From an optimization exercise on the open Yosys and OpenROAD flow, aimed at a short achievable clock period and few clock cycles; shortcuts taken in it are not production practice.
The RTL of this run was laid out without a check of its function.
Power and IR drop assume default switching activity.

<file path="config.mk">
export PLATFORM = sky130hd
export DESIGN_NAME = aaf_compositor
export DESIGN_NICKNAME = aaf_compositor
export VERILOG_FILES = /design/flow/design.v
export SDC_FILE = /design/flow/constraint.sdc
export NUM_CORES = 8
export LEC_CHECK = 0
export ABC_CLOCK_PERIOD_IN_PS = 4000
export CAP_MARGIN = 20
export CORE_MARGIN = 2
export CORE_UTILIZATION = 40
export PLACE_DENSITY = 0.55
export SETUP_SLACK_MARGIN = 5
export SLEW_MARGIN = 20
export SYNTH_MEMORY_MAX_BITS = 8192
</file>
<file path="constraint.sdc">
create_clock -name core_clock -period 12.0 [get_ports {clk}]
set_input_delay 2.4000 -clock core_clock [delete_from_list [all_inputs] [get_ports {clk}]]
set_output_delay 2.4000 -clock core_clock [all_outputs]
set_load 0.01 [all_outputs]
</file>
<file path="design.v">
module aaf_compositor (
    input  wire        clk,
    input  wire        rst,
    input  wire        start,
    input  wire [1:0]  cmd,
    input  wire [1:0]  depth,         
    input  wire        swap,
    input  wire        mirror_en,
    input  wire [7:0]  pal_idx,
    input  wire [15:0] width,
    input  wire [15:0] rows,
    input  wire [15:0] obj_x,         
    input  wire [15:0] blk_y,         
    input  wire [15:0] dest_x,        
    input  wire [15:0] dest_y,        
    input  wire [15:0] dest_stride,
    input  wire [15:0] dest_rows,
    input  wire [15:0] clip_x0,       
    input  wire [15:0] clip_y0,       
    input  wire [15:0] clip_x1,       
    input  wire [15:0] clip_y1,       
    input  wire [15:0] mirror_ofs,    
    input  wire [31:0] pal_addr,
    input  wire [31:0] dbuf_addr,
    input  wire [31:0] dest_addr,
    output wire        ready,
    output reg         done,
    output reg  [3:0]  status,
    output reg  [31:0] r0,
    output reg  [31:0] r1,
    output reg  [31:0] r2,
    output wire        mem_req,
    output wire        mem_we,
    output wire [31:0] mem_addr,
    output wire [31:0] mem_wdata,
    output wire [3:0]  mem_wstrb,
    input  wire [31:0] mem_rdata,
    input  wire        mem_ack
);
    localparam [3:0] ST_OK        = 4'd0;
    localparam [3:0] ST_BAD_PARAM = 4'd12;
    localparam [3:0] ST_BAD_CMD   = 4'd14;
    localparam [1:0] K_F = 2'd0, K_S = 2'd1, K_W = 2'd2, K_R = 2'd3;
    reg        ready_q;       
    reg [5:1]  stp;           
    reg        g_ok;          
    assign ready = ready_q;
    wire accept = ready_q && start;
    reg [1:0]  p_cmd, p_depth;
    reg        p_swap, p_mirror;
    reg [7:0]  p_idx;
    reg [15:0] p_width, p_rows, p_objx, p_blky, p_dx, p_dy, p_stride, p_drows;
    reg [15:0] p_cx0, p_cy0, p_cx1, p_cy1, p_mofs;
    reg [31:0] p_pal, p_dbuf, p_dest;
    reg signed [20:0] p_ux1, p_ux2, p_uy1, p_uy2;
    reg [15:0] p_d_cx0_ox, p_d_dx0_ox, p_d_cx0_dx0, p_d_ox_dx0;
    reg [15:0] p_d_cy0_by1, p_d_dy0_by1, p_d_cy0_dy0, p_d_by1_dy0;
    reg [15:0] p_d_cx1_ox, p_d_ux2_ox, p_d_cy1_by1, p_d_uy2_by1, p_wm1, p_rm1;
    wire isidx = !p_depth[1];
    reg [15:0]  cache_color [0:255];
    reg [255:0] cache_valid;
    reg        q0_v, q0_we, q0_last;
    reg [29:0] q0_addr;
    reg [31:0] q0_wdata;
    reg [3:0]  q0_strb;
    reg [1:0]  q0_kind;
    reg [7:0]  q0_idx;
    reg        q1_v, q1_we, q1_last;
    reg [29:0] q1_addr;
    reg [31:0] q1_wdata;
    reg [3:0]  q1_strb;
    reg [1:0]  q1_kind;
    reg [7:0]  q1_idx;
    assign mem_req   = q0_v;
    assign mem_we    = q0_we;
    assign mem_addr  = {q0_addr, 2'b00};
    assign mem_wdata = q0_wdata;
    assign mem_wstrb = q0_strb;
    wire qspace  = !q1_v;
    wire q0_free = !q0_v || mem_ack;
    reg        cq_v;
    reg [1:0]  cq_kind;
    reg [7:0]  cq_idx;
    reg [31:0] rd_q;
    wire [15:0] rq_color  = {rd_q[23:19], rd_q[15:10], rd_q[7:3]};
    wire [15:0] rq_result = p_swap ? {rq_color[7:0], rq_color[15:8]} : rq_color;
    wire        cq_s      = cq_v && (cq_kind == K_S);
    wire signed [20:0] ox   = {{5{p_objx[15]}}, p_objx};
    wire signed [20:0] by1  = {{5{p_blky[15]}}, p_blky};
    wire signed [20:0] dx0  = {{5{p_dx[15]}},   p_dx};
    wire signed [20:0] dy0  = {{5{p_dy[15]}},   p_dy};
    wire signed [20:0] cx0  = {{5{p_cx0[15]}},  p_cx0};
    wire signed [20:0] cy0  = {{5{p_cy0[15]}},  p_cy0};
    wire signed [20:0] cx1  = {{5{p_cx1[15]}},  p_cx1};
    wire signed [20:0] cy1  = {{5{p_cy1[15]}},  p_cy1};
    wire signed [20:0] mo   = {{5{p_mofs[15]}}, p_mofs};
    wire signed [20:0] wid  = {5'd0, p_width};
    wire signed [20:0] nrw  = {5'd0, p_rows};
    wire signed [20:0] strd = {5'd0, p_stride};
    wire signed [20:0] drw  = {5'd0, p_drows};
    wire signed [20:0] i_ox  = {{5{obj_x[15]}},   obj_x};
    wire signed [20:0] i_by1 = {{5{blk_y[15]}},   blk_y};
    wire signed [20:0] i_dx0 = {{5{dest_x[15]}},  dest_x};
    wire signed [20:0] i_dy0 = {{5{dest_y[15]}},  dest_y};
    wire signed [20:0] i_cx0 = {{5{clip_x0[15]}}, clip_x0};
    wire signed [20:0] i_cy0 = {{5{clip_y0[15]}}, clip_y0};
    wire signed [20:0] i_cx1 = {{5{clip_x1[15]}}, clip_x1};
    wire signed [20:0] i_cy1 = {{5{clip_y1[15]}}, clip_y1};
    wire signed [20:0] i_ux1 = i_ox  + {5'd0, width} - 21'sd1;
    wire signed [20:0] i_ux2 = i_dx0 + {5'd0, dest_stride} - 21'sd1;
    wire signed [20:0] i_uy1 = i_by1 + {5'd0, rows} - 21'sd1;
    wire signed [20:0] i_uy2 = i_dy0 + {5'd0, dest_rows} - 21'sd1;
    reg q_xa_ge_b, q_xa_ge_c, q_xb_ge_c, q_ya_ge_b, q_ya_ge_c, q_yb_ge_c;
    reg q_xu_ab, q_xu_ac, q_xu_bc, q_yu_ab, q_yu_ac, q_yu_bc, q_empty;
    wire xa_ge_b = q_xa_ge_b, xa_ge_c = q_xa_ge_c, xb_ge_c = q_xb_ge_c;
    wire xselA = xa_ge_b && xa_ge_c;
    wire xselB = !xselA && xb_ge_c;
    wire ya_ge_b = q_ya_ge_b, ya_ge_c = q_ya_ge_c, yb_ge_c = q_yb_ge_c;
    wire yselA = ya_ge_b && ya_ge_c;
    wire yselB = !yselA && yb_ge_c;
    wire signed [20:0] c1_X1 = xselA ? cx0 : xselB ? ox : dx0;
    wire [15:0] c1_sxa  = xselA ? p_d_cx0_ox  : xselB ? 16'd0 : p_d_dx0_ox;
    wire [15:0] c1_col0 = xselA ? p_d_cx0_dx0 : xselB ? p_d_ox_dx0 : 16'd0;
    wire [15:0] c1_sy0  = yselA ? p_d_cy0_by1 : yselB ? 16'd0 : p_d_dy0_by1;
    wire [15:0] c1_row0 = yselA ? p_d_cy0_dy0 : yselB ? p_d_by1_dy0 : 16'd0;
    wire signed [20:0] ux1 = p_ux1;
    wire signed [20:0] ux2 = p_ux2;
    wire signed [20:0] uy1 = p_uy1;
    wire signed [20:0] uy2 = p_uy2;
    wire xu_ab = q_xu_ab, xu_ac = q_xu_ac, xu_bc = q_xu_bc;
    wire yu_ab = q_yu_ab, yu_ac = q_yu_ac, yu_bc = q_yu_bc;
    wire xuselA = xu_ab && xu_ac;
    wire yuselA = yu_ab && yu_ac;
    wire [15:0] c1_sxb = xuselA ? p_d_cx1_ox  : xu_bc ? p_wm1 : p_d_ux2_ox;
    wire [15:0] c1_syb = yuselA ? p_d_cy1_by1 : yu_bc ? p_rm1 : p_d_uy2_by1;
    wire signed [20:0] c1_X2 = xuselA ? cx1 : xu_bc ? ux1 : ux2;
    wire c1_empty = q_empty;
    reg signed [20:0] X1, X2, Ssum;
    reg [15:0] sxa, sxb, col0, sy0, syb, row0;
    reg [16:0] bpr;           
    wire [16:0] c1_bpr = (p_depth == 2'd0) ? ({1'b0, p_width} + 17'd1) >> 1 :
                         (p_depth == 2'd1) ? {1'b0, p_width} : {p_width, 1'b0};
    reg  [16:0] c2_byteoff;   
    reg         c2_fast;      
    reg         p_rok;        
    wire [31:0] c2_fa    = p_dbuf + {15'd0, c2_byteoff};
    wire [15:0] c2_dx    = sxb - sxa;
    wire [16:0] c2_nrows = {1'b0, syb - sy0} + 17'd1;
    wire [16:0] c2_npx   = {1'b0, c2_dx} + 17'd1;
    wire [17:0] c2_span  = (p_depth == 2'd0) ? {3'd0, sxb[15:1] - sxa[15:1]} :
                           (p_depth == 2'd1) ? {2'd0, c2_dx} : {1'b0, c2_dx, 1'b1};
    wire [2:0]  c2_x0    = {1'b0, c2_fa[1:0]} + {1'b0, c2_span[1:0]};
    wire [16:0] c2_wc0   = c2_span[17:2] + 17'd1 + {16'd0, c2_x0[2]};
    reg [31:0] fa_base;
    reg [18:0] ppA [0:7];     
    reg [17:0] ppB [0:7];     
    reg [18:0] bpr3;
    integer ii;
    reg [17:0] strd3;
    reg [31:0] prodA_lo, prodA_hi, prodB_lo, prodB_hi;
    reg [16:0] n_px, n_rows;
    reg signed [20:0] colm0;
    reg        slow, fast;
    reg [17:0] span;
    reg [16:0] wbase;         
    reg [31:0] prodA, prodB;
    reg [30:0] d2c, d2m;
    reg signed [20:0] klo, khi;
    reg [2:0]  gapc;
    wire [16:0] gap_c = bpr - span[16:0];
    wire [31:0] c5_fa  = fa_base + prodA;
    wire [2:0]  c5_x0  = {1'b0, c5_fa[1:0]} + {1'b0, span[1:0]};
    wire [16:0] c5_wc0 = wbase + {16'd0, c5_x0[2]};
    reg [31:0] fifo [0:7];
    reg [2:0]  fwp, frp;
    reg [3:0]  fcnt;          
    reg [3:0]  f_used;        
    reg [16:0] f_rows;        
    reg [29:0] f_wa;          
    reg [16:0] f_wcnt;        
    reg [1:0]  f_falo;        
    reg [31:0] f_nfa;         
    reg        f_nok;         
    wire        f_want  = (f_rows != 17'd0) && (f_wcnt != 17'd0) && !f_used[3];
    wire        f_advok = (g_ok && f_nok) || (f_rows == 17'd1);
    reg         f_nsh;        
    reg  [16:0] wb_m1, wb_p1;                   
    wire [2:0]  f_nx    = {1'b0, f_nfa[1:0]} + {1'b0, span[1:0]};
    wire [16:0] f_nwc   = (f_nx[2] == f_nsh) ? wbase : f_nx[2] ? wb_p1 : wb_m1;
    function shw(input [1:0] lo, input [1:0] sp, input [2:0] gc);
        reg [1:0] la;
        begin
            la  = lo + sp;
            shw = ({1'b0, la} + gc) < 3'd4;
        end
    endfunction
    reg        x_act;
    reg [16:0] x_rows, x_rem, x_k;
    reg        x_r1, x_r2, n_1, n_2;    
    reg [2:0]  x_pos;
    reg        x_lane, x_rlane, x_first;
    reg [1:0]  x_falo;
    wire [3:0]  ppw    = (p_depth == 2'd0) ? 4'd8 : (p_depth == 2'd1) ? 4'd4 : 4'd2;
    wire [31:0] w_head  = fifo[frp];
    wire [31:0] w_head1 = fifo[frp + 3'd1];
    wire [63:0] xwin   = {w_head1, w_head};
    function [15:0] xpix(input [63:0] win, input [3:0] u, input [1:0] dep);
        reg [7:0] b;
        begin
            if (dep == 2'd0) begin
                b = win[8*u[3:1] +: 8];
                xpix = {12'd0, u[0] ? b[3:0] : b[7:4]};
            end else if (dep == 2'd1)
                xpix = {8'd0, win[8*u[2:0] +: 8]};
            else
                xpix = win[16*u[1:0] +: 16];
        end
    endfunction
    wire        x_cnt2    = !(slow || x_lane || x_r1);
    wire [3:0]  x_pos4    = {1'b0, x_pos};
    wire        x_strad   = x_cnt2 && (x_pos4 == ppw - 4'd1);
    wire        x_have    = x_strad ? (fcnt >= 4'd2) : (fcnt != 4'd0);
    wire [15:0] x_pa      = xpix(xwin, x_pos4, p_depth);
    wire [15:0] x_pb      = xpix(xwin, x_pos4 + 4'd1, p_depth);
    wire [3:0]  x_npos    = x_pos4 + (x_cnt2 ? 4'd2 : 4'd1);
    wire        x_adv     = x_npos >= ppw;
    wire [3:0]  x_pafter  = x_adv ? x_npos - ppw : x_npos;
    wire        x_rowend  = x_cnt2 ? x_r2 : x_r1;
    wire        x_lastrow = (x_rows == 17'd1);
    wire [1:0]  x_lalo    = x_falo + span[1:0];
    wire        x_sh      = ({1'b0, x_lalo} + gapc) < 3'd4;
    wire [1:0]  x_nfalo   = x_falo + bpr[1:0];
    wire [2:0]  x_npos0   = (p_depth == 2'd0) ? {x_nfalo, sxa[0]} :
                            (p_depth == 2'd1) ? {1'b0, x_nfalo} : {2'b0, x_nfalo[1]};
    wire signed [20:0] x_ks  = {4'd0, x_k};
    wire signed [20:0] x_ks1 = {4'd0, x_k} + 21'sd1;
    wire        x_mva     = (x_ks >= klo) && (x_ks <= khi);
    wire        x_mvb     = (x_ks1 >= klo) && (x_ks1 <= khi);
    reg        d_v, d_cnt2, d_first, d_last, d_cl, d_mva, d_mvb;
    reg [15:0] d_a, d_b;
    reg        l_v, l_cnt2, l_first, l_last, l_cl, l_mva, l_mvb;
    reg [15:0] l_a, l_b;
    function [255:0] dec256(input [7:0] ix);
        begin
            dec256 = 256'd0;
            dec256[ix] = 1'b1;
        end
    endfunction
    reg        s_v, s_cnt2, s_first, s_last, s_cl, s_mva, s_mvb, s_ma, s_mb, s_abeq;
    reg [15:0] s_a, s_b;
    reg [29:0] s_pa, s_pb;    
    reg [3:0]  s_issued;      
    reg [3:0]  pc_cnt;        
    wire       s_want = s_v && (s_ma || s_mb);
    wire [7:0] s_ridx = s_ma ? s_a[7:0] : s_b[7:0];
    reg        a_v, a_cnt2, a_first, a_last, a_cl, a_mva, a_mvb;
    reg        g_v, g_cnt2, g_first, g_last, g_cl, g_mva, g_mvb;    
    reg [15:0] g_ca, g_cb;
    reg [15:0] a_a, a_b;
    reg [3:0]  a_tag;
    reg [30:0] w_h, w_m, w_rowh, w_rowm;    
    reg        c_v, c_mv;                   
    reg [15:0] c_col;
    wire [3:0]  a_tagd = pc_cnt - a_tag;
    wire        a_tagok = !a_tagd[3];
    wire        a_fwa  = cq_s && (cq_idx == a_a[7:0]);
    wire        a_fwb  = cq_s && (cq_idx == a_b[7:0]);
    wire [15:0] a_lka = cache_color[a_a[7:0]];
    wire [15:0] a_lkb = cache_color[a_b[7:0]];
    wire [15:0] a_ca   = !isidx ? a_a : a_fwa ? rq_result : a_lka;
    wire [15:0] a_cb   = !isidx ? a_b : a_fwb ? rq_result : a_lkb;
    reg        m_v, m_cl, m_cnt2, m_m1en, m_m2en;
    reg [29:0] m_paddr, m_m1addr, m_m2addr;
    reg [31:0] m_pdata, m_m1data, m_m2data;
    reg [3:0]  m_pstrb, m_m1strb, m_m2strb;
    reg        k_v, k_cl, k_cnt2, k_m1en, k_m2en;
    reg [29:0] k_paddr, k_m1addr, k_m2addr;
    reg [31:0] k_pdata, k_m1data, k_m2data;
    reg [3:0]  k_pstrb, k_m1strb, k_m2strb;
    reg [1:0]  w_ph;
    wire [29:0] w_caddr = (w_ph == 2'd0) ? m_paddr : (w_ph == 2'd1) ? m_m1addr : m_m2addr;
    wire [31:0] w_cdata = (w_ph == 2'd0) ? m_pdata : (w_ph == 2'd1) ? m_m1data : m_m2data;
    wire [3:0]  w_cstrb = (w_ph == 2'd0) ? m_pstrb : (w_ph == 2'd1) ? m_m1strb : m_m2strb;
    wire        w_glast = (w_ph == 2'd0) ? !(m_m1en || m_m2en) : (w_ph == 2'd1) ? !m_m2en : 1'b1;
    wire r_want = stp[1] && p_rok;
    wire z_want = (stp[2] && c2_fast) || (stp[5] && !fast);
    wire [29:0] z_addr = stp[2] ? c2_fa[31:2] : c5_fa[31:2];
    wire zr     = r_want || z_want;
    wire push_s = qspace && s_want;
    wire push_f = qspace && !s_want && f_want;
    wire push_w = qspace && !s_want && !f_want && m_v;
    wire push   = (qspace && zr) || push_s || push_f || push_w;
    reg        n_we, n_last;
    reg [29:0] n_addr;
    reg [31:0] n_wdata;
    reg [3:0]  n_strb;
    reg [1:0]  n_kind;
    always @(*) begin
        n_we    = 1'b0;
        n_last  = 1'b0;
        n_wdata = w_cdata;
        n_strb  = w_cstrb;
        if (r_want) begin
            n_kind = K_R;
            n_addr = p_pal[31:2] + {22'd0, p_idx};
        end else if (z_want) begin
            n_kind = K_F;
            n_addr = z_addr;
        end else if (s_want) begin
            n_kind = K_S;
            n_addr = s_ma ? s_pa : s_pb;
        end else if (f_want) begin
            n_kind = K_F;
            n_addr = f_wa;
        end else begin
            n_kind = K_W;
            n_we   = 1'b1;
            n_addr = w_caddr;
            n_last = m_cl && w_glast;
        end
    end
    wire w_pop  = push_w && w_glast;
    wire g_pass = g_v && !k_v;
    wire g_free = !g_v || g_pass;
    wire a_pass = a_v && a_tagok && g_free;
    wire a_free = !a_v || a_pass;
    wire s_ma2  = s_ma && !push_s;
    wire s_mb2  = s_mb && !(push_s && (!s_ma || s_abeq));
    wire s_pass = s_v && !s_ma2 && !s_mb2 && a_free;
    wire s_free = !s_v || s_pass;
    wire l_go   = l_v && s_free;
    wire l_free = !l_v || l_go;
    wire d_go   = d_v && l_free;
    wire d_free = !d_v || d_go;
    wire x_go   = x_act && d_free && x_have;
    wire [1:0] x_popn = !x_rowend ? {1'b0, x_adv} :
                       (!x_lastrow && x_sh) ? {1'b0, x_adv} :
                       ({1'b0, x_adv} + {1'b0, (x_pafter != 4'd0)});
    wire [3:0] fcnt_in  = fcnt + {3'd0, cq_v && cq_kind == K_F};
    wire [3:0] fused_in = f_used + {3'd0, push_f || (qspace && z_want)};
    wire l_va = cache_valid[l_a[7:0]];
    wire l_vb = cache_valid[l_b[7:0]];
    wire l_ma = isidx && !l_va && !(push_s && s_ridx == l_a[7:0]);
    wire l_mb = isidx && l_cnt2 && !l_vb && !(push_s && s_ridx == l_b[7:0]);
    wire [30:0] pl_h = g_first ? w_rowh : w_h;
    wire [30:0] pl_m = g_first ? w_rowm : w_m;
    wire        pl_flush = g_last || slow;
    wire [3:0]  pl_pstrb = g_cnt2 ? 4'b1111 : (pl_h[0] ? 4'b1100 : 4'b0011);
    wire [31:0] pl_pdata = g_cnt2 ? {g_cb, g_ca} : {g_ca, g_ca};
    reg  [3:0]  pl_m1strb, pl_m2strb;
    reg  [31:0] pl_m1data, pl_m2data;
    reg         pl_cv, pl_cmv;
    reg  [15:0] pl_ccol;
    always @(*) begin
        pl_m1strb = 4'b0000;
        pl_m2strb = 4'b0000;
        pl_m1data = {g_ca, g_cb};
        pl_m2data = {g_cb, g_cb};
        pl_cv     = 1'b0;
        pl_cmv    = c_mv;
        pl_ccol   = c_col;
        if (p_mirror) begin
            if (pl_m[0]) begin
                if (g_cnt2) begin
                    pl_m1strb = {{2{g_mva}}, {2{g_mvb}}};
                    pl_m1data = {g_ca, g_cb};
                end else if (pl_flush) begin
                    pl_m1strb = {{2{g_mva}}, 2'b00};
                    pl_m1data = {g_ca, g_ca};
                end else begin
                    pl_cv   = 1'b1;
                    pl_cmv  = g_mva;
                    pl_ccol = g_ca;
                end
            end else begin
                pl_m1strb = {{2{c_v && c_mv}}, {2{g_mva}}};
                pl_m1data = {c_col, g_ca};
                if (g_cnt2) begin
                    if (pl_flush) begin
                        pl_m2strb = {{2{g_mvb}}, 2'b00};
                        pl_m2data = {g_cb, g_cb};
                    end else begin
                        pl_cv   = 1'b1;
                        pl_cmv  = g_mvb;
                        pl_ccol = g_cb;
                    end
                end
            end
        end
    end
    wire [29:0] pl_paddr  = pl_h[30:1];
    wire [29:0] pl_m1addr = pl_m[30:1];
    wire [29:0] pl_m2addr = pl_m[30:1] - 30'd1;
    wire        pl_m1en   = |pl_m1strb;
    wire        pl_m2en   = |pl_m2strb;
    wire m_take = !m_v || w_pop;
    always @(posedge clk) begin
        if (rst) begin
            ready_q     <= 1'b1;
            stp         <= 5'd0;
            g_ok        <= 1'b0;
            done        <= 1'b0;
            status      <= ST_OK;
            r0          <= 32'd0;
            r1          <= 32'd0;
            r2          <= 32'd0;
            cache_valid <= 256'd0;
            q0_v        <= 1'b0;
            q1_v        <= 1'b0;
            cq_v        <= 1'b0;
            fwp         <= 3'd0;
            frp         <= 3'd0;
            fcnt        <= 4'd0;
            f_used      <= 4'd0;
            f_rows      <= 17'd0;
            x_act       <= 1'b0;
            l_v         <= 1'b0;
            d_v         <= 1'b0;
            s_v         <= 1'b0;
            s_issued    <= 4'd0;
            pc_cnt      <= 4'd0;
            a_v         <= 1'b0;
            g_v         <= 1'b0;
            c_v         <= 1'b0;
            m_v         <= 1'b0;
            k_v         <= 1'b0;
        end else begin
            done <= 1'b0;
            stp  <= {stp[4:1], 1'b0};
            if (ready_q) begin
                q_xa_ge_b   <= i_cx0 >= i_ox;
                q_xa_ge_c   <= i_cx0 >= i_dx0;
                q_xb_ge_c   <= i_ox  >= i_dx0;
                q_ya_ge_b   <= i_cy0 >= i_by1;
                q_ya_ge_c   <= i_cy0 >= i_dy0;
                q_yb_ge_c   <= i_by1 >= i_dy0;
                q_xu_ab     <= i_cx1 <= i_ux1;
                q_xu_ac     <= i_cx1 <= i_ux2;
                q_xu_bc     <= i_ux1 <= i_ux2;
                q_yu_ab     <= i_cy1 <= i_uy1;
                q_yu_ac     <= i_cy1 <= i_uy2;
                q_yu_bc     <= i_uy1 <= i_uy2;
                q_empty     <= (i_cx0 > i_cx1) || (i_cx0 > i_ux1) || (i_cx0 > i_ux2) ||
                               (i_ox  > i_cx1) || (width == 16'd0) || (i_ox > i_ux2) ||
                               (i_dx0 > i_cx1) || (i_dx0 > i_ux1) || (dest_stride == 16'd0) ||
                               (i_cy0 > i_cy1) || (i_cy0 > i_uy1) || (i_cy0 > i_uy2) ||
                               (i_by1 > i_cy1) || (rows == 16'd0) || (i_by1 > i_uy2) ||
                               (i_dy0 > i_cy1) || (i_dy0 > i_uy1) || (dest_rows == 16'd0);
                p_ux1       <= ({{5{obj_x[15]}}, obj_x}) + ({5'd0, width}) - 21'sd1;
                p_ux2       <= ({{5{dest_x[15]}}, dest_x}) + ({5'd0, dest_stride}) - 21'sd1;
                p_uy1       <= ({{5{blk_y[15]}}, blk_y}) + ({5'd0, rows}) - 21'sd1;
                p_uy2       <= ({{5{dest_y[15]}}, dest_y}) + ({5'd0, dest_rows}) - 21'sd1;
                p_d_cx0_ox  <= clip_x0 - obj_x;
                p_d_dx0_ox  <= dest_x - obj_x;
                p_d_cx0_dx0 <= clip_x0 - dest_x;
                p_d_ox_dx0  <= obj_x - dest_x;
                p_d_cy0_by1 <= clip_y0 - blk_y;
                p_d_dy0_by1 <= dest_y - blk_y;
                p_d_cy0_dy0 <= clip_y0 - dest_y;
                p_d_by1_dy0 <= blk_y - dest_y;
                p_d_cx1_ox  <= clip_x1 - obj_x;
                p_d_ux2_ox  <= dest_x + dest_stride - 16'd1 - obj_x;
                p_d_cy1_by1 <= clip_y1 - blk_y;
                p_d_uy2_by1 <= dest_y + dest_rows - 16'd1 - blk_y;
                p_wm1       <= width - 16'd1;
                p_rm1       <= rows - 16'd1;
                p_rok    <= (cmd == 2'd2) && !(depth[1] || (depth == 2'd0 && pal_idx[7:4] != 4'd0));
                p_cmd    <= cmd;
                p_depth  <= depth;
                p_swap   <= swap;
                p_mirror <= mirror_en;
                p_idx    <= pal_idx;
                p_width  <= width;
                p_rows   <= rows;
                p_objx   <= obj_x;
                p_blky   <= blk_y;
                p_dx     <= dest_x;
                p_dy     <= dest_y;
                p_stride <= dest_stride;
                p_drows  <= dest_rows;
                p_cx0    <= clip_x0;
                p_cy0    <= clip_y0;
                p_cx1    <= clip_x1;
                p_cy1    <= clip_y1;
                p_mofs   <= mirror_ofs;
                p_pal    <= pal_addr;
                p_dbuf   <= dbuf_addr;
                p_dest   <= dest_addr;
            end
            if (accept) begin
                r0       <= 32'd0;
                r1       <= 32'd0;
                r2       <= 32'd0;
                status   <= ST_OK;
                ready_q  <= 1'b0;
                g_ok     <= 1'b0;
                stp      <= 5'b00001;
            end
            if (stp[1]) begin
                X1    <= c1_X1;
                X2    <= c1_X2;
                sxa   <= c1_sxa;
                sxb   <= c1_sxb;
                col0  <= c1_col0;
                sy0   <= c1_sy0;
                syb   <= c1_syb;
                row0  <= c1_row0;
                c2_byteoff <= (p_depth == 2'd0) ? {2'b0, c1_sxa[15:1]} :
                              (p_depth == 2'd1) ? {1'b0, c1_sxa} : {c1_sxa, 1'b0};
                c2_fast    <= (c1_sy0 == 16'd0);
                Ssum  <= ox + ox + wid + wid + mo - 21'sd1;
                bpr3  <= {2'd0, c1_bpr} + {1'b0, c1_bpr, 1'b0};
                strd3 <= {2'd0, p_stride} + {1'd0, p_stride, 1'b0};
                bpr   <= c1_bpr;
                case (p_cmd)
                    2'd0: begin
                        if (p_depth == 2'd3) begin
                            status  <= ST_BAD_PARAM;
                            done    <= 1'b1;
                            ready_q <= 1'b1;
                            stp     <= 5'd0;
                        end else if (c1_empty) begin
                            done    <= 1'b1;
                            ready_q <= 1'b1;
                            stp     <= 5'd0;
                        end
                    end
                    2'd1: begin
                        cache_valid <= 256'd0;
                        done        <= 1'b1;
                        ready_q     <= 1'b1;
                        stp         <= 5'd0;
                    end
                    2'd2: begin
                        stp <= 5'd0;
                        if (!r_want) begin
                            status  <= ST_BAD_PARAM;
                            done    <= 1'b1;
                            ready_q <= 1'b1;
                        end
                    end
                    default: begin
                        status  <= ST_BAD_CMD;
                        done    <= 1'b1;
                        ready_q <= 1'b1;
                        stp     <= 5'd0;
                    end
                endcase
            end
            if (stp[2]) begin
                fa_base <= c2_fa;
                n_px    <= c2_npx;
                n_1     <= (c2_dx == 16'd0);
                n_2     <= (c2_dx == 16'd1);
                n_rows  <= c2_nrows;
                span    <= c2_span;
                wbase   <= c2_span[17:2] + 17'd1;
                colm0   <= Ssum - dx0 - X1;
                slow    <= p_mirror && (Ssum <= X2 + X2) && (Ssum >= X1 + X1);
                fast    <= c2_fast;
                for (ii = 0; ii < 8; ii = ii + 1) begin
                    case (sy0[2*ii +: 2])
                        2'd0: ppA[ii] <= 19'd0;
                        2'd1: ppA[ii] <= {2'd0, bpr};
                        2'd2: ppA[ii] <= {1'b0, bpr, 1'b0};
                        default: ppA[ii] <= bpr3;
                    endcase
                    case (row0[2*ii +: 2])
                        2'd0: ppB[ii] <= 18'd0;
                        2'd1: ppB[ii] <= {2'd0, p_stride};
                        2'd2: ppB[ii] <= {1'b0, p_stride, 1'b0};
                        default: ppB[ii] <= strd3;
                    endcase
                end
                x_lane  <= p_dest[1] ^ (row0[0] & p_stride[0]) ^ col0[0];
                x_rlane <= p_dest[1] ^ (row0[0] & p_stride[0]) ^ col0[0];
                if (c2_fast) begin
                    f_rows <= c2_nrows;
                    f_wa   <= c2_fa[31:2] + 30'd1;
                    f_wcnt <= c2_wc0 - 17'd1;
                    f_falo <= c2_fa[1:0];
                    f_nfa  <= c2_fa;
                    f_nok  <= 1'b0;
                    x_act  <= 1'b1;
                    x_rows <= c2_nrows;
                    x_rem  <= c2_npx;
                    x_r1   <= (c2_dx == 16'd0);
                    x_r2   <= (c2_dx == 16'd1);
                    x_k    <= 17'd0;
                    x_pos  <= (p_depth == 2'd0) ? {c2_fa[1:0], sxa[0]} :
                              (p_depth == 2'd1) ? {1'b0, c2_fa[1:0]} : {2'b0, c2_fa[1]};
                    x_first <= 1'b1;
                    x_falo <= c2_fa[1:0];
                end
            end
            if (stp[3]) begin
                prodA_lo <= {13'd0, ppA[0]} + {11'd0, ppA[1], 2'd0} + {9'd0, ppA[2], 4'd0} + {7'd0, ppA[3], 6'd0};
                prodA_hi <= {5'd0, ppA[4], 8'd0} + {3'd0, ppA[5], 10'd0} + {1'd0, ppA[6], 12'd0} + {ppA[7][17:0], 14'd0};
                d2c   <= p_dest[31:1] + {15'd0, col0};
                d2m   <= p_dest[31:1] + {{10{colm0[20]}}, colm0};
                prodB_lo <= {14'd0, ppB[0]} + {12'd0, ppB[1], 2'd0} + {10'd0, ppB[2], 4'd0} + {8'd0, ppB[3], 6'd0};
                prodB_hi <= {6'd0, ppB[4], 8'd0} + {4'd0, ppB[5], 10'd0} + {2'd0, ppB[6], 12'd0} + {ppB[7], 14'd0};
                gapc  <= (gap_c > 17'd4) ? 3'd4 : gap_c[2:0];
                wb_m1 <= wbase - 17'd1;
                wb_p1 <= wbase + 17'd1;
                if (fast)
                    f_nsh <= shw(fa_base[1:0], span[1:0], (gap_c > 17'd4) ? 3'd4 : gap_c[2:0]);
                klo   <= colm0 - strd + 21'sd1;
                khi   <= colm0;
                g_ok  <= 1'b1;
            end
            if (stp[4]) begin
                prodA <= prodA_lo + prodA_hi;
                prodB <= prodB_lo + prodB_hi;
            end
            if (stp[5]) begin
                w_rowh <= d2c + prodB[30:0];
                w_rowm <= d2m + prodB[30:0];
                if (!fast) begin
                    f_rows <= n_rows;
                    f_wa   <= c5_fa[31:2] + 30'd1;
                    f_wcnt <= c5_wc0 - 17'd1;
                    f_falo <= c5_fa[1:0];
                    f_nsh  <= shw(c5_fa[1:0], span[1:0], gapc);
                    f_nfa  <= c5_fa;
                    f_nok  <= 1'b0;
                    x_act  <= 1'b1;
                    x_rows <= n_rows;
                    x_rem  <= n_px;
                    x_r1   <= n_1;
                    x_r2   <= n_2;
                    x_k    <= 17'd0;
                    x_pos  <= (p_depth == 2'd0) ? {c5_fa[1:0], sxa[0]} :
                              (p_depth == 2'd1) ? {1'b0, c5_fa[1:0]} : {2'b0, c5_fa[1]};
                    x_first <= 1'b1;
                    x_falo <= c5_fa[1:0];
                end
            end
            if (q0_free) begin
                if (q1_v) begin
                    q0_v     <= 1'b1;
                    q0_we    <= q1_we;
                    q0_last  <= q1_last;
                    q0_addr  <= q1_addr;
                    q0_wdata <= q1_wdata;
                    q0_strb  <= q1_strb;
                    q0_kind  <= q1_kind;
                    q0_idx   <= q1_idx;
                    q1_v     <= 1'b0;
                end else begin
                    q0_v     <= push;
                    q0_we    <= n_we;
                    q0_last  <= n_last;
                    q0_addr  <= n_addr;
                    q0_wdata <= n_wdata;
                    q0_strb  <= n_strb;
                    q0_kind  <= n_kind;
                    q0_idx   <= s_ridx;
                end
            end else if (push) begin
                q1_v     <= 1'b1;
                q1_we    <= n_we;
                q1_last  <= n_last;
                q1_addr  <= n_addr;
                q1_wdata <= n_wdata;
                q1_strb  <= n_strb;
                q1_kind  <= n_kind;
                q1_idx   <= s_ridx;
            end
            cq_v    <= q0_v && mem_ack;
            cq_kind <= q0_kind;
            cq_idx  <= q0_idx;
            rd_q    <= mem_rdata;
            if (q0_v && mem_ack && q0_kind == K_S)
                pc_cnt <= pc_cnt + 4'd1;
            if (q0_v && mem_ack && q0_last) begin
                done    <= 1'b1;
                ready_q <= 1'b1;
            end
            if (cq_v && cq_kind == K_R) begin
                r0      <= {16'd0, rq_result};
                done    <= 1'b1;
                ready_q <= 1'b1;
            end
            if (cq_s)
                cache_color[cq_idx] <= rq_result;
            if (cq_v && cq_kind == K_F) begin
                fifo[fwp] <= rd_q;
                fwp       <= fwp + 3'd1;
            end
            frp    <= x_go ? frp + {1'b0, x_popn} : frp;
            fcnt   <= x_go ? fcnt_in - {2'd0, x_popn} : fcnt_in;
            f_used <= x_go ? fused_in - {2'd0, x_popn} : fused_in;
            if (!f_nok && f_rows != 17'd0 && !stp[2] && !stp[5]) begin
                f_nfa <= f_nfa + {15'd0, bpr};
                f_nok <= 1'b1;
            end
            if (f_rows != 17'd0 && f_advok && (f_wcnt == 17'd0 || (push_f && f_wcnt == 17'd1))) begin
                f_rows <= f_rows - 17'd1;
                f_wa   <= f_nfa[31:2] + {29'd0, f_nsh};
                f_nsh  <= shw(f_nfa[1:0], span[1:0], gapc);
                f_wcnt <= f_nwc;
                f_falo <= f_nfa[1:0];
                f_nfa  <= f_nfa + {15'd0, bpr};
            end else if (push_f) begin
                f_wa   <= f_wa + 30'd1;
                f_wcnt <= f_wcnt - 17'd1;
            end
            if (x_go) begin
                d_a     <= x_pa;
                d_b     <= x_pb;
                d_cnt2  <= x_cnt2;
                d_first <= x_first;
                d_last  <= x_rowend;
                d_cl    <= x_rowend && x_lastrow;
                d_mva   <= x_mva;
                d_mvb   <= x_mvb;
                if (!x_rowend) begin
                    x_pos   <= x_pafter[2:0];
                    x_rem   <= x_rem - (x_cnt2 ? 17'd2 : 17'd1);
                    x_r1    <= x_cnt2 ? (x_rem == 17'd3) : (x_rem == 17'd2);
                    x_r2    <= x_cnt2 ? (x_rem == 17'd4) : (x_rem == 17'd3);
                    x_k     <= x_k + (x_cnt2 ? 17'd2 : 17'd1);
                    x_lane  <= x_lane ^ !x_cnt2;
                    x_first <= 1'b0;
                end else begin
                    x_rows  <= x_rows - 17'd1;
                    if (x_lastrow) x_act <= 1'b0;
                    x_pos   <= x_npos0;
                    x_rem   <= n_px;
                    x_r1    <= n_1;
                    x_r2    <= n_2;
                    x_k     <= 17'd0;
                    x_lane  <= x_rlane ^ p_stride[0];
                    x_rlane <= x_rlane ^ p_stride[0];
                    x_first <= 1'b1;
                    x_falo  <= x_nfalo;
                end
            end
            if (x_go)
                d_v <= 1'b1;
            else if (d_go)
                d_v <= 1'b0;
            if (d_go) begin
                l_a     <= d_a;
                l_b     <= d_b;
                l_cnt2  <= d_cnt2;
                l_first <= d_first;
                l_last  <= d_last;
                l_cl    <= d_cl;
                l_mva   <= d_mva;
                l_mvb   <= d_mvb;
            end
            if (d_go)
                l_v <= 1'b1;
            else if (l_go)
                l_v <= 1'b0;
            if (push_s) begin
                cache_valid[s_ridx] <= 1'b1;
                r2 <= r2 + 32'd1;
            end
            s_issued <= s_issued + {3'd0, push_s};
            if (l_go) begin
                s_v     <= 1'b1;
                s_a     <= l_a;
                s_b     <= l_b;
                s_cnt2  <= l_cnt2;
                s_first <= l_first;
                s_last  <= l_last;
                s_cl    <= l_cl;
                s_mva   <= l_mva;
                s_mvb   <= l_mvb;
                s_ma    <= l_ma;
                s_mb    <= l_mb;
                s_abeq  <= (l_a[7:0] == l_b[7:0]);
                s_pa    <= p_pal[31:2] + {22'd0, l_a[7:0]};
                s_pb    <= p_pal[31:2] + {22'd0, l_b[7:0]};
            end else begin
                s_ma <= s_ma2;
                s_mb <= s_mb2;
                if (s_pass)
                    s_v <= 1'b0;
            end
            if (s_pass) begin
                a_v     <= 1'b1;
                a_a     <= s_a;
                a_b     <= s_b;
                a_cnt2  <= s_cnt2;
                a_first <= s_first;
                a_last  <= s_last;
                a_cl    <= s_cl;
                a_mva   <= s_mva;
                a_mvb   <= s_mvb;
                a_tag   <= s_issued + {3'd0, push_s};
            end else if (a_pass)
                a_v <= 1'b0;
            if (a_pass) begin
                g_v     <= 1'b1;
                g_ca    <= a_ca;
                g_cb    <= a_cb;
                g_cnt2  <= a_cnt2;
                g_first <= a_first;
                g_last  <= a_last;
                g_cl    <= a_cl;
                g_mva   <= a_mva;
                g_mvb   <= a_mvb;
            end else if (g_pass)
                g_v <= 1'b0;
            if (g_pass) begin
                w_h   <= pl_h + (g_cnt2 ? 31'd2 : 31'd1);
                w_m   <= pl_m - (g_cnt2 ? 31'd2 : 31'd1);
                c_v   <= pl_cv;
                c_mv  <= pl_cmv;
                c_col <= pl_ccol;
                if (g_first) begin
                    w_rowh <= w_rowh + {15'd0, p_stride};
                    w_rowm <= w_rowm + {15'd0, p_stride};
                end
            end
            if (push_w) begin
                if (w_ph == 2'd0) r0 <= r0 + (m_cnt2 ? 32'd2 : 32'd1);
                else r1 <= r1 + {31'd0, w_cstrb[3]} + {31'd0, w_cstrb[0]};
                if (!w_glast)
                    w_ph <= (w_ph == 2'd0 && m_m1en) ? 2'd1 : 2'd2;
            end
            if (m_take) begin
                w_ph <= 2'd0;
                if (k_v) begin
                    m_v      <= 1'b1;
                    m_cl     <= k_cl;
                    m_cnt2   <= k_cnt2;
                    m_paddr  <= k_paddr;
                    m_pdata  <= k_pdata;
                    m_pstrb  <= k_pstrb;
                    m_m1en   <= k_m1en;
                    m_m1addr <= k_m1addr;
                    m_m1data <= k_m1data;
                    m_m1strb <= k_m1strb;
                    m_m2en   <= k_m2en;
                    m_m2addr <= k_m2addr;
                    m_m2data <= k_m2data;
                    m_m2strb <= k_m2strb;
                    k_v      <= 1'b0;
                end else begin
                    m_v      <= g_pass;
                    m_cl     <= g_cl;
                    m_cnt2   <= g_cnt2;
                    m_paddr  <= pl_paddr;
                    m_pdata  <= pl_pdata;
                    m_pstrb  <= pl_pstrb;
                    m_m1en   <= pl_m1en;
                    m_m1addr <= pl_m1addr;
                    m_m1data <= pl_m1data;
                    m_m1strb <= pl_m1strb;
                    m_m2en   <= pl_m2en;
                    m_m2addr <= pl_m2addr;
                    m_m2data <= pl_m2data;
                    m_m2strb <= pl_m2strb;
                end
            end else if (g_pass) begin
                k_v      <= 1'b1;
                k_cl     <= g_cl;
                k_cnt2   <= g_cnt2;
                k_paddr  <= pl_paddr;
                k_pdata  <= pl_pdata;
                k_pstrb  <= pl_pstrb;
                k_m1en   <= pl_m1en;
                k_m1addr <= pl_m1addr;
                k_m1data <= pl_m1data;
                k_m1strb <= pl_m1strb;
                k_m2en   <= pl_m2en;
                k_m2addr <= pl_m2addr;
                k_m2data <= pl_m2data;
                k_m2strb <= pl_m2strb;
            end
        end
    end
endmodule
</file>
<file path="flow/run.sh">
#!/bin/bash
set -euo pipefail
MARGIN=${MARGIN:-8.5}
sed "s/SETUP_SLACK_MARGIN=[^ ]*/SETUP_SLACK_MARGIN=${MARGIN}/" standard.sh > standard_margin.sh
grep -q "SETUP_SLACK_MARGIN=${MARGIN}" standard_margin.sh
bash standard_margin.sh > make_flow.log 2>&1
</file>
<file path="standard.sh">
#!/bin/bash
# synth_recipe.tcl (not shown) runs the flow's synth.tcl, then flattens the netlist and writes it again
# the make line also repeats each setting of config.mk as NAME=value (left out here)
make -C /OpenROAD-flow-scripts/flow DESIGN_CONFIG=/design/flow/config.mk WORK_HOME=/design/flow/orfs CLKGATE_MAP_FILE= SYNTH_SCRIPT=/design/flow/synth_recipe.tcl "${@:-finish}"
</file>
==> flow_summary.json <==
{
  "drc": 0,
  "grt.overflow.total": 0,
  "layout_commonest_cell": "edfxtp_1",
  "grt_pass1_vias": 252000,
  "fillers": 78800,
  "synth_mux_area_share_pct": 20.3,
  "holdWs_ns": 0.391,
  "cts.reportedPaths.clkPinSlew_ns": 0.06,
  "clock_tree.root_cell": "clkbuf_16",
  "critical-path-top-delay-family": "compound AO/OA/AOI/OAI gates",
  "fmax_mhz": 147,
  "via_per_inst": 6.27,
  "synth_edf_count": 6879,
  "r2r_start": "ppA[2][0]",
  "r2r_end": "prodA_lo[24]",
  "netlist_instances": 25600,
  "start_kind": "input port",
  "cts.sinks": 7313,
  "core_sq_mm": 0.959,
  "wl_per_cell_microns": 35.1,
  "grt_use_met2_pct": 43.2,
  "cp_slowest_cell": "or4_4",
  "p_sw_share_pct": 25.3,
  "synth_flop_cell": "edfxtp_1",
  "internal_power_mw": 45.7,
  "netlist_area_sq_mm": 0.384,
  "final_cell_mix": "6879 x edfxtp_1, 3035 x mux4_2, 1547 x buf_4, 1284 x nor2_1, 1251 x ha_1",
  "ys_seq_elements": 7313,
  "cap_violations": 0,
  "finalHoldViolations": 0,
  "ir_drop_v": 0.000126,
  "synth_top_family_by_area": "multiplexers",
  "drtPass1Iterations": 9,
  "row_count": 360,
  "synth_compound_area_share_pct": 6.77,
  "hold_depth": 0,
  "fin_skew_ns": 0.119,
  "worstPathMaxFanout": 3,
  "path_class": "in2reg",
  "dpl_cell_area_sq_mm": 0.408,
  "power_mw": 61.2,
  "numCtsBuffers": 828,
  "pwr-share-seq_pct": 47.2,
  "cp.depth": 30,
  "fp.dieH_microns": 984,
  "worst_hold_path.endpoint": "prodB[4]",
  "synthTopCellsByArea": "edfxtp_1 54%, mux4_2 18%, ha_1 4.6%",
  "crit_arrival_ns": 7.62,
  "min_path_type": "reg2reg",
  "p_sw_mw": 15.5,
  "slowest_delay_ns": 0.56,
  "use_met1_pct": 41.1,
  "path_buf_inv": 5,
  "ctsHoldBuffers": 0,
  "finalSetupViolCount": 0,
  "required_ns": 12.84,
  "worst_slew_pin_slew_ns": 1.35,
  "antenna_found_initial": 205,
  "tns_ns": 0,
  "chipWidth_microns": 984,
  "worst-r2r-setup-slack_ns": 7.38,
  "power_density_mw_per_mm2": 126,
  "cts_buffer_depth": 5,
  "cts_max_level": 6,
  "synth_cell_type_count": 116,
  "io_pins": 526,
  "synth-simple-area-share_pct": 5.98,
  "finalWirelength_microns": 1480000,
  "dieArea_sq_mm": 0.969,
  "grt_first_pass_wirelength_microns": 2000000,
  "drive_above_1_share_pct": 36.2,
  "grt_max_degree": 195,
  "num_vias": 265000,
  "rsz0062_at_grt": "yes",
  "ys_warn_count": 3,
  "slew_violations": 0,
  "fin_crit_sh_pct": 56.5,
  "avgSynthCellArea_sq_um": 15.0,
  "synthArstFlopShare_pct": 0,
  "hp-start": "prodB_lo[4]",
  "critPathCaptureType": "register",
  "slew_headroom_pct": 8.73,
  "drtIter0Drc": 37400,
  "p_comb_share_pct": 11.7,
  "period_needed_ns": 6.78,
  "ant_nets": 0,
  "synthXorXnorAreaFrac_pct": 2.54,
  "reg2reg_depth": 17,
  "initial_core_util_pct": 40.1,
  "use_met3_pct": 7.92,
  "clkPwrFrac_pct": 41.0,
  "fin_nets": 30900,
  "area_growth_pct": 26.3,
  "stdcell_area_sq_mm": 0.485,
  "numPortBuffers": 520,
  "critPathMostFrequentCell": "a21oi_2",
  "status": "no timing/DRC/antenna violations",
  "synthAdderAreaFrac_pct": 5.89,
  "grt_use_total_pct": 29.2,
  "yosysSeqAreaShare_pct": 56.0,
  "grt_busiest_layer": "met2",
  "cts_tree": "built",
  "synth_top_area_share_pct": 53.7,
  "clock_latency_ns": 1.17,
  "synth.largest_area_cell": "edfxtp_1",
  "gp_congestion": 0.914,
  "dp_hpwl_microns": 915000,
  "leakage_nw": 169
}
==> per-stage QoR <==
step	utilization, %	setup slack [ns]	instances
final	50.6	5.22	42300
after global routing	50.6	5.08	42200
after CTS	49.0	5.38	41400
after detailed placement	42.5	1.84	38100
after global placement	42.5	1.93	38100
after floorplan	-	1.60	25600
==> metal layers <==
layer	up-vias	wire, microns
met1	138000	583000
met4	88	72300
met3	2881	181000
met5	-	1040
li1	108000	-
met2	15600	645000
==> timing repair <==
item | CTS | global route
buffers inserted | 1629 | 684
pin swaps | 1251 | 1000
cloned | 207 | 89
endpoints found under the setup margin | 7887 | 6345
resized for setup | 5109 | 1621
==> power groups by stage <==
stage	clock, mW	combinational, mW	sequential [mW]
2_1_floorplan	0	3.14	29.3
3_3_place_gp	0	5.22	29.5
3_5_place_dp	0	5.28	29.5
4_1_cts	25.4	6.45	28.9
5_1_grt	26.3	7.62	28.9
6_report	25.1	7.17	28.9
==> cells in the mapped netlist, types with 230 or more instances <==
| master | number |
|---|---|
| mux4_2 | 3035 |
| fa_1 | 241 |
| o21ai_0 | 1061 |
| xnor2_1 | 755 |
| xor2_1 | 356 |
| mux2i_1 | 459 |
| nor3_1 | 303 |
| ha_1 | 1419 |
| nor2_1 | 1708 |
| a22oi_1 | 277 |
| nand3_1 | 362 |
| buf_1 | 263 |
| a21o_1 | 274 |
| edfxtp_1 | 6879 |
| inv_1 | 1110 |
| dfxtp_1 | 434 |
| nor2b_1 | 230 |
| mux2_2 | 438 |
| nand2_1 | 1320 |
| a21oi_1 | 1019 |
| clkbuf_1 | 1142 |
==> kinds of logic (layout without fill, tap and decap cells) <==
| kind of cell | count (synthesis) | after routing |
|---|---|---|
| AO/OA/AOI/OAI | 4067 | 4068 |
| AND/OR/NAND/NOR | 4949 | 4956 |
| XOR/XNOR | 1112 | 1113 |
| buffers and inverters | 2597 | 6440 |
| adder cells (fa/ha/maj) | 1665 | 1665 |
| flip-flops | 7313 | 7313 |
| multiplexers | 3932 | 3932 |
| other | 1 | 96 |
==> final cells by class <==
type,instances,area [sq um],area share (%)
flip-flops and latches,7313,216000,44.4
multi-input cells,15700,175000,36.1
repair buffers,3840,48300,9.95
clock buffers,1024,21900,4.50
well taps,12700,15900,3.27
inverters,1117,4440,0.914
clock inverters,455,4090,0.842
diodes,94,235,0.0485
repair inverters,4,37.5,0.00773
==> sequential cells by signal, summed over array words and instances, names as in the netlist, 32 cells and up, named ones only <==
| name | cells |
|---|---|
| q1_wdata | 32 |
| q0_wdata | 32 |
| f_nfa | 32 |
| p_dbuf | 32 |
| cache_valid | 256 |
| ppB | 143 |
| r2 | 32 |
| fa_base | 32 |
| k_pdata | 32 |
| fifo | 256 |
| m_m1data | 32 |
| m_pdata | 32 |
| prodA | 32 |
| r1 | 32 |
| ppA | 151 |
| rd_q | 32 |
| k_m1data | 32 |
| r0 | 32 |
| cache_color | 4096 |
==> worst max-delay path by stage <==
stage,startpoint,slack (ns),endpoint
2_1_floorplan,rst,1.60,p_cmd[0]
3_3_place_gp,dest_y[1],1.93,q_empty
3_5_place_dp,dest_y[1],1.84,q_empty
4_1_cts,dest_y[1],5.38,q_empty
5_1_grt,blk_y[1],5.08,q_empty
6_report,blk_y[1],5.22,q_empty

what the ideal ports hide:
In the flow no input, the clock included, has a driving cell. The finished layout below was timed again as built, in two steps.
Step 1, drivers: a clkbuf_16 drives clk and a buf_2 each remaining input, both assumed.
Step 2 moves the port delays by t, midway between the first and last clock arrival at a register: inputs arrive t later, outputs are due t later. That takes back most of the time a late clock gives input paths.
Slacks: ideal / step 1 / step 2; pairs: ideal / step 1.
shift t [ns]: 1.258
setup slack, ns: 5.217 / 5.191 / 3.934
worst setup path at the end: input to register
clock arrival spread, ns: 0.133 / 0.133
pins driven straight from the clock port: 1
After both steps setup and hold are still met in this run. The setup slack of this run moves by -0.026 ns with the drivers and by -1.283 ns with both steps.
